Context: an optimization exercise on an open-source flow, tuned for small area, a short achievable clock period and few clock cycles. The choices shown serve that exercise and are no tape-out recipe.
In this exercise RTL edits were held to simulation tests only and were not proved equivalent to the original.
No activity file was given, so power comes from the tool's default toggle rates.

== willow ==
## sdr_frame_tx
module sdr_frame_tx (
    input  wire       clk,
    input  wire       rst,
    input  wire       in_valid,
    output wire       in_ready,
    input  wire [7:0] in_data,
    output wire       out_valid,
    input  wire       out_ready,
    output wire [7:0] out_data,
    output wire       done
);
    localparam [2:0]  T_NONE = 3'd0,    
                      T_TRAIN = 3'd1, T_START = 3'd2, T_DATA = 3'd3,
                      T_PARITY = 3'd4, T_END = 3'd5, T_DONE = 3'd6;
    function automatic [6:0] lfsr8(input [6:0] st);
        integer j;
        reg [6:0] r;
        begin
            r = st;
            for (j = 0; j < 8; j = j + 1)
                r = {r[0] ^ r[4], r[6:1]};
            lfsr8 = r;
        end
    endfunction
    function automatic [6:0] ham_enc(input [3:0] d);
        ham_enc = {d, d[3] ^ d[2] ^ d[0], d[3] ^ d[1] ^ d[0], d[2] ^ d[1] ^ d[0]};
    endfunction
    function automatic [31:0] crc_nib(input [31:0] r0, input [3:0] d);
        integer j;
        reg [31:0] r;
        begin
            r = r0 ^ {28'd0, d};
            for (j = 0; j < 4; j = j + 1)
                r = r[0] ? ((r >> 1) ^ 32'hEDB88320) : (r >> 1);
            crc_nib = r;
        end
    endfunction
    function automatic [7:0] eos_byte(input [3:0] j);
        eos_byte = (j == 4'd0 || j == 4'd5) ? 8'h45 :
                   (j == 4'd1 || j == 4'd6) ? 8'h4F :
                   (j == 4'd2 || j == 4'd7) ? 8'h53 :
                   (j == 4'd3 || j == 4'd8) ? 8'h00 : 8'hFF;
  ...
Size in the first run: ~270 flip-flops, roughly 23 I/O pins.
clock: 15.0 ns
lec_check: 0
cap_margin: 20
core_margin: 2
core_utilization: 58
cts_cluster_diameter: 70
cts_cluster_size: 28
slew_margin: 20
standard.sh (not shown) runs the stock make flow with config.mk's settings and CLKGATE_MAP_FILE= SYNTH_SCRIPT=/design/flow/synth_recipe.tcl, a recipe that flattens the netlist after the stock synthesis.
==> flow/flow/run.sh <==
#!/bin/bash
# Standard layout (standard.sh's make command), with two changes that keep the
# constraints as they are:
#  - synthesis maps the logic with an area-oriented ABC script (area.abc);
#  - timing repair aims well below the 15 ns clock period (setup margin 11 ns).
set -euo pipefail
cd "$(dirname "$0")/.."
W=$(pwd)
export SETUP_SLACK_MARGIN=11
export BUFFER_PORTS_ARGS="-buffer_cell sky130_fd_sc_hd__buf_1"
export AREA_ABC_SCRIPT=$W/flow/area.abc
export FLOW_SYNTH_TCL=$W/synth_recipe.tcl
sed "s#SYNTH_SCRIPT=[^ ]*synth_recipe.tcl#SYNTH_SCRIPT=$W/flow/area_synth.tcl#" standard.sh > area_standard.sh
grep -q "SYNTH_SCRIPT=$W/flow/area_synth.tcl" area_standard.sh
bash area_standard.sh > standard_make.log 2>&1
==> flow/flow/area.abc <==
&get -n
&st
&dch
&nf -R 1000 -p
&put
==> flow/flow/area_synth.tcl <==
# The standard flow's synthesis (synth_recipe.tcl, sourced unchanged), with only the ABC
# mapping script replaced by an area-oriented one (flow/area.abc). The
# registers, their names and cell types come out as in the standard
# synthesis; only the combinational mapping differs.
proc abc {args} {
  set i [lsearch $args -script]
  if {$i >= 0} {
    set args [lreplace $args [expr {$i + 1}] [expr {$i + 1}] $::env(AREA_ABC_SCRIPT)]
  }
  yosys abc {*}$args
}
source $::env(FLOW_SYNTH_TCL)
Testbench counts of willow, summed over its fixed seeds: cycles 32,648.
### willow -> fjord
# willow
export LEC_CHECK = 0
export CAP_MARGIN = 20
export CORE_MARGIN = 2
export CORE_UTILIZATION = 58
export CTS_CLUSTER_DIAMETER = 70
export CTS_CLUSTER_SIZE = 28
export SLEW_MARGIN = 20
create_clock -name core_clock -period 15.0 [get_ports {clk}]
# fjord
export LEC_CHECK = 0
export CAP_MARGIN = 20
export CORE_MARGIN = 2
export CORE_UTILIZATION = 72
export CTS_CLUSTER_DIAMETER = 70
export CTS_CLUSTER_SIZE = 28
export SLEW_MARGIN = 20
create_clock -name core_clock -period 15.0 [get_ports {clk}]
### Flow results
~same post-layout worst setup margin in fjord and willow
willow -> fjord: minimum clock period after layout flat
Post-cts gate resize count: fjord vs willow down 1
When fjord is measured against willow, its post-detailed-route via-to-cell ratio turns out 0.52 higher.
The inputs of nickel differ from those of fjord as listed below.
# fjord
export LEC_CHECK = 0
export CAP_MARGIN = 20
export CORE_MARGIN = 2
export CORE_UTILIZATION = 72
export CTS_CLUSTER_DIAMETER = 70
export CTS_CLUSTER_SIZE = 28
export SLEW_MARGIN = 20
create_clock -name core_clock -period 15.0 [get_ports {clk}]
# nickel
export LEC_CHECK = 0
export CAP_MARGIN = 20
export CORE_MARGIN = 2
export CORE_UTILIZATION = 65
export CTS_CLUSTER_DIAMETER = 70
export CTS_CLUSTER_SIZE = 28
export SLEW_MARGIN = 20
create_clock -name core_clock -period 15.0 [get_ports {clk}]
--- a/flow/flow/run.sh
+++ b/flow/flow/run.sh
@@ -9,0 +10 @@
+export CTS_ARGS="-sink_clustering_enable -repair_clock_nets -sink_clustering_size 28 -sink_clustering_max_diameter 70 -balance_levels"
==> comparison <==
Looking at met1 demand-to-capacity share in global routing, nickel sits 6.7 points below fjord.
According to the power report, total power for nickel is lower than for fjord.
Run comparison: nickel highest-delay cell along the critical path sky130_fd_sc_hd__dfxtp_4; fjord highest-delay cell along the critical path sky130_fd_sc_hd__dfxtp_1
Taking fjord as the reference point, the maximum vdd drop of nickel falls by 33%.
Re layout cell share with drive strength beyond 1: fjord was lower than nickel.
Summary of nickel over fjord: cell count grew by 28; setup slack moved up; cell area climbed 0.79%; total track usage went down by 5.6 points.
Changes in amber relative to nickel:
--- a/flow/flow/run.sh
+++ b/flow/flow/run.sh
@@ -10 +10 @@
-export CTS_ARGS="-sink_clustering_enable -repair_clock_nets -sink_clustering_size 28 -sink_clustering_max_diameter 70 -balance_levels"
+export CTS_ARGS="-sink_clustering_enable -repair_clock_nets -sink_clustering_size 28 -sink_clustering_max_diameter 70 -sink_clustering_levels 1"
Findings:
- Re wire length per cell after detailed routing: no difference whatsoever between amber and nickel.
- In terms of final area, nickel and amber differ only marginally.
- Re non-clock buffer count: no difference whatsoever between nickel and amber.
- Changes observed in amber relative to nickel: estimated wirelength of the detail-placed design flat; wire length reported by the detailed router flat; sum of internal, switching and leakage power flat; number of instances in the placed design flat.
- Area after synthesis came out exactly the same in amber and nickel.
- Met1 routing resource usage after global routing: amber vs nickel, no meaningful difference

========
## run E
The RTL this note starts from:
==> flow/design.v <==
module sdr_frame_tx (
    input  wire       clk,
    input  wire       rst,
    input  wire       in_valid,
    output wire       in_ready,
    input  wire [7:0] in_data,
    output wire       out_valid,
    input  wire       out_ready,
    output wire [7:0] out_data,
    output wire       done
);
    localparam [2:0]  T_NONE = 3'd0,    
                      T_TRAIN = 3'd1, T_START = 3'd2, T_DATA = 3'd3,
                      T_PARITY = 3'd4, T_END = 3'd5, T_DONE = 3'd6;
    function automatic [6:0] lfsr8(input [6:0] st);
        integer j;
        reg [6:0] r;
        begin
            r = st;
            for (j = 0; j < 8; j = j + 1)
                r = {r[0] ^ r[4], r[6:1]};
            lfsr8 = r;
        end
    endfunction
    function automatic [6:0] ham_enc(input [3:0] d);
        ham_enc = {d, d[3] ^ d[2] ^ d[0], d[3] ^ d[1] ^ d[0], d[2] ^ d[1] ^ d[0]};
    endfunction
    function automatic [31:0] crc_nib(input [31:0] r0, input [3:0] d);
        integer j;
        reg [31:0] r;
        begin
            r = r0 ^ {28'd0, d};
            for (j = 0; j < 4; j = j + 1)
                r = r[0] ? ((r >> 1) ^ 32'hEDB88320) : (r >> 1);
            crc_nib = r;
        end
    endfunction
    function automatic [7:0] eos_byte(input [3:0] j);
        eos_byte = (j == 4'd0 || j == 4'd5) ? 8'h45 :
                   (j == 4'd1 || j == 4'd6) ? 8'h4F :
                   (j == 4'd2 || j == 4'd7) ? 8'h53 :
                   (j == 4'd3 || j == 4'd8) ? 8'h00 : 8'hFF;
    endfunction
    reg  [95:0] br_q;      
    reg  [95:0] ar_q;      
    reg  [4:0]  ph_q;      
    reg  [31:0] crc_q;
    reg  [6:0]  ks_q;      
    reg  [5:0]  cur_q;     
    reg  [7:0]  od_q;      
    reg         ov_q;
    reg  [2:0]  ft_q;      
    reg  [2:0]  slot_q;    
    reg         gini_q;    
    reg         eosm_q;    
    reg  [3:0]  fill_q;    
    reg         full_q;    
    reg         rdy_q;     
    reg         done_q;
    assign out_valid = ov_q;
    assign out_data  = od_q;
    assign in_ready  = rdy_q;
    assign done      = done_q;
    wire is_d = (ft_q == T_DATA);
    wire is_p = (ft_q == T_PARITY);
    wire pay  = (cur_q >= 6'd23) && (cur_q <= 6'd42);
    wire ring = (cur_q >= 6'd23) && (cur_q <= 6'd46);    
    wire [5:0] pidx = (cur_q >= 6'd23) ? cur_q - 6'd23 : cur_q + 6'd1;
    wire aligned = (ph_q == pidx[4:0]);
    wire [7:0] gid = br_q[95:88];     
    wire can  = (ft_q != T_DONE) && !(ft_q == T_NONE && cur_q == 6'd20) &&
                (cur_q < 6'd21 || cur_q > 6'd46 || aligned);
    wire main_free = !ov_q || out_ready;
    wire ld   = can && main_free;
    wire take = in_valid && rdy_q;
    wire [3:0] onib = (is_d ? br_q[95:92] : 4'd0) | (is_p ? ar_q[95:92] : 4'd0);
    wire [3:0] cnib = ph_q[0] ? ((is_d ? br_q[3:0] : 4'd0) | (is_p ? ar_q[3:0] : 4'd0))
                              : ((is_d ? br_q[91:88] : 4'd0) | (is_p ? ar_q[91:88] : 4'd0));
    wire [31:0] crc_f = ~crc_q;
    wire [7:0]  key   = {ks_q[0], ks_q[1], ks_q[2], ks_q[3], ks_q[4], ks_q[5], ks_q[6],
                         ks_q[0] ^ ks_q[4]};
    wire c20  = (cur_q == 6'd20);
    wire c21  = (cur_q == 6'd21);
    wire c22  = (cur_q == 6'd22);
    wire crcz = (cur_q >= 6'd43) && (cur_q <= 6'd46);
    wire [7:0] vb = ({8{pay}} & {1'b0, ham_enc(onib)}) |
                    ({8{c20}} & {5'd0, ft_q}) |
                    ({8{c21 && (is_d || is_p)}} & gid) |
                    ({8{c22}} & {5'd0, is_p, is_d & slot_q[1], is_d & slot_q[0]}) |
                    ({8{crcz}} & crc_f[31:24]);
    wire [7:0] kc = c20 ? 8'hFE : c21 ? 8'h3B : c22 ? 8'h14 : (cur_q == 6'd47) ? 8'h00 :
                    (cur_q == 6'd16) ? 8'h1A : (cur_q == 6'd17) ? 8'hCF :
                    (cur_q == 6'd18) ? 8'hFC : (cur_q == 6'd19) ? 8'h1D : 8'hAA;
    wire [7:0] fb = (ring ? key : kc) ^ vb;
    wire upd       = ld && pay && is_d;             
    wire frame_end = ld && (cur_q == 6'd47);
    wire       gw    = (ph_q == 5'd22) && (gini_q || (ld && is_p && cur_q == 6'd21));
    wire [7:0] gid_w = (gini_q || gid == 8'd255) ? 8'd1 : gid + 8'd1;
    wire [3:0] ahead = (slot_q != 3'd0) ? ar_q[95:92] : 4'd0;
    always @(posedge clk) begin
        br_q <= {take ? in_data[3:0] : gw ? gid_w[3:0] : br_q[91:88], br_q[87:0],
                 take ? in_data[7:4] : gw ? gid_w[7:4] : br_q[95:92]};
        ar_q <= {ar_q[91:0], upd ? ahead ^ br_q[95:92] : ar_q[95:92]};
        crc_q <= (ph_q < 5'd20) ? crc_nib(crc_q, cnib) : {crc_q[23:0], 8'hFF};
        ks_q <= (ph_q == 5'd23) ? 7'h7D : lfsr8(ks_q);
        if (rst)
            od_q <= 8'h00;
        else if (ld)
            od_q <= fb;
    end
    wire [4:0] ph_n   = (ph_q == 5'd23) ? 5'd0 : ph_q + 5'd1;
    wire [3:0] fill_n = take ? ((fill_q == 4'd9) ? 4'd0 : fill_q + 4'd1) : fill_q;
    wire       full_n = take ? (fill_q == 4'd9) : (full_q && !(ld && is_d && cur_q == 6'd46));
    always @(posedge clk) begin
        if (rst) begin
            ph_q   <= 5'd1;      
            cur_q  <= 6'd0;
            ov_q   <= 1'b0;
            ft_q   <= T_TRAIN;
            slot_q <= 3'd0;
            gini_q <= 1'b1;
            fill_q <= 4'd0;
            full_q <= 1'b0;
            rdy_q  <= 1'b0;
            done_q <= 1'b0;
        end else begin
            ph_q   <= ph_n;
            if (ph_q == 5'd22)
                gini_q <= 1'b0;
            fill_q <= fill_n;
            full_q <= full_n;
            rdy_q  <= !full_n && (ph_n == {fill_n, 1'b0});
            done_q <= (ft_q == T_DONE) && !ov_q;
            if (main_free)
                ov_q <= ld;
            if (ld)
                cur_q <= (cur_q == 6'd47) ? 6'd0 : cur_q + 6'd1;
            if (ft_q == T_NONE && full_q) begin
                if (eosm_q)
                    ft_q  <= (slot_q != 3'd0) ? T_PARITY : T_END;
                else
                    ft_q  <= T_DATA;
            end
            if (frame_end) begin
                case (ft_q)
                    T_TRAIN: begin
                        slot_q <= (slot_q == 3'd3) ? 3'd0 : slot_q + 3'd1;
                        if (slot_q == 3'd3) ft_q <= T_START;
                    end
                    T_START: begin
                        slot_q <= (slot_q == 3'd2) ? 3'd0 : slot_q + 3'd1;
                        if (slot_q == 3'd2) ft_q <= T_NONE;
                    end
                    T_DATA: begin
                        slot_q <= slot_q + 3'd1;
                        ft_q   <= (slot_q == 3'd3) ? T_PARITY : T_NONE;
                    end
                    T_PARITY: begin
                        slot_q <= 3'd0;
                        ft_q   <= T_NONE;    
                    end
                    default: begin
                        slot_q <= slot_q + 3'd1;
                        if (slot_q == 3'd2) ft_q <= T_DONE;
                    end
                endcase
            end
        end
    end
    always @(posedge clk)
        if (take)
            eosm_q <= (fill_q == 4'd0 || eosm_q) && (in_data == eos_byte(fill_q));
endmodule
clock: 15.0 ns
lec_check: 0
cap_margin: 20
core_margin: 2
core_utilization: 65
cts_buf_list: sky130_fd_sc_hd__clkbuf_8
cts_cluster_diameter: 50
cts_cluster_size: 16
slew_margin: 20
==> flow/flow/run.sh <==
#!/bin/bash
# Standard layout (standard.sh's make command), with two changes that keep the
# constraints as they are:
#  - synthesis maps the logic with an area-oriented ABC script (area.abc);
#  - timing repair aims well below the 15 ns clock period (setup margin 11 ns).
set -euo pipefail
cd "$(dirname "$0")/.."
W=$(pwd)
export SETUP_SLACK_MARGIN=11
export BUFFER_PORTS_ARGS="-buffer_cell sky130_fd_sc_hd__buf_1"
export AREA_ABC_SCRIPT=$W/flow/area.abc
export FLOW_SYNTH_TCL=$W/synth_recipe.tcl
sed "s#SYNTH_SCRIPT=[^ ]*synth_recipe.tcl#SYNTH_SCRIPT=$W/flow/area_synth.tcl#" standard.sh > area_standard.sh
grep -q "SYNTH_SCRIPT=$W/flow/area_synth.tcl" area_standard.sh
bash area_standard.sh > standard_make.log 2>&1
Scripts as last shown in full above: flow/flow/area.abc, flow/flow/area_synth.tcl
Testbench counts of run E, summed over its fixed seeds: cycles 32,648.
Here is what was changed in the inputs of run B compared with run E.
-- flow/config.mk --
<<< run E, line 11
export CTS_BUF_LIST = sky130_fd_sc_hd__clkbuf_8
export CTS_CLUSTER_DIAMETER = 50
export CTS_CLUSTER_SIZE = 16
>>> run B, line 11
export CTS_CLUSTER_DIAMETER = 70
export CTS_CLUSTER_SIZE = 28
Findings:
What run B reported for worst voltage drop across the vdd grid has to be multiplied by 1.06 to get the figure for run E.
Re area of the die: no difference whatsoever between run E and run B.
Combined global-route utilization of all metal layers essentially unchanged between run E and run B.
In run B, the signed area change from the synthesized netlist to the final layout came out 0.15 points above the value in run E.
Looking at setup fix buffers added after clock tree synthesis, run B sits 1 lower than run E does.

## afterwards: timing with drivers on the ports
The flow's constraints put no driver on any port. The routed layouts listed below were extracted and timed again, unchanged, in two steps. Step 1: set_driving_cell puts a clkbuf_16 on clk and a buf_2 on each other input, an assumption about the parent block. Step 2 times the ports against the registers' clock, not the clock port: input delays grow and output delays shrink by t, the midpoint of the rising clock arrivals with the driver on. Three values: ideal ports, drivers, drivers and shift; two values: the first two.
| run | shift t [ns] | setup WS [ns] | latest minus earliest clock arrival (ns) |
|---|---|---|---|
| willow | 0.524 | 11.017 / 10.972 / 10.575 | 0.023 / 0.023 |
| fjord | 0.532 | 11.018 / 10.973 / 10.534 | 0.023 / 0.024 |
| nickel | 0.524 | 11.027 / 10.983 / 10.539 | 0.018 / 0.018 |
| amber | 0.524 | 11.027 / 10.983 / 10.539 | 0.018 / 0.018 |
| run E | 0.569 | 11.000 / 10.961 / 10.488 | 0.033 / 0.033 |
| run B | 0.524 | 11.027 / 10.983 / 10.539 | 0.018 / 0.018 |
After both steps setup and hold are still met in every run listed. The setup slack of run E, which loses most, moves by -0.039 ns with the drivers and by -0.512 ns with both steps.
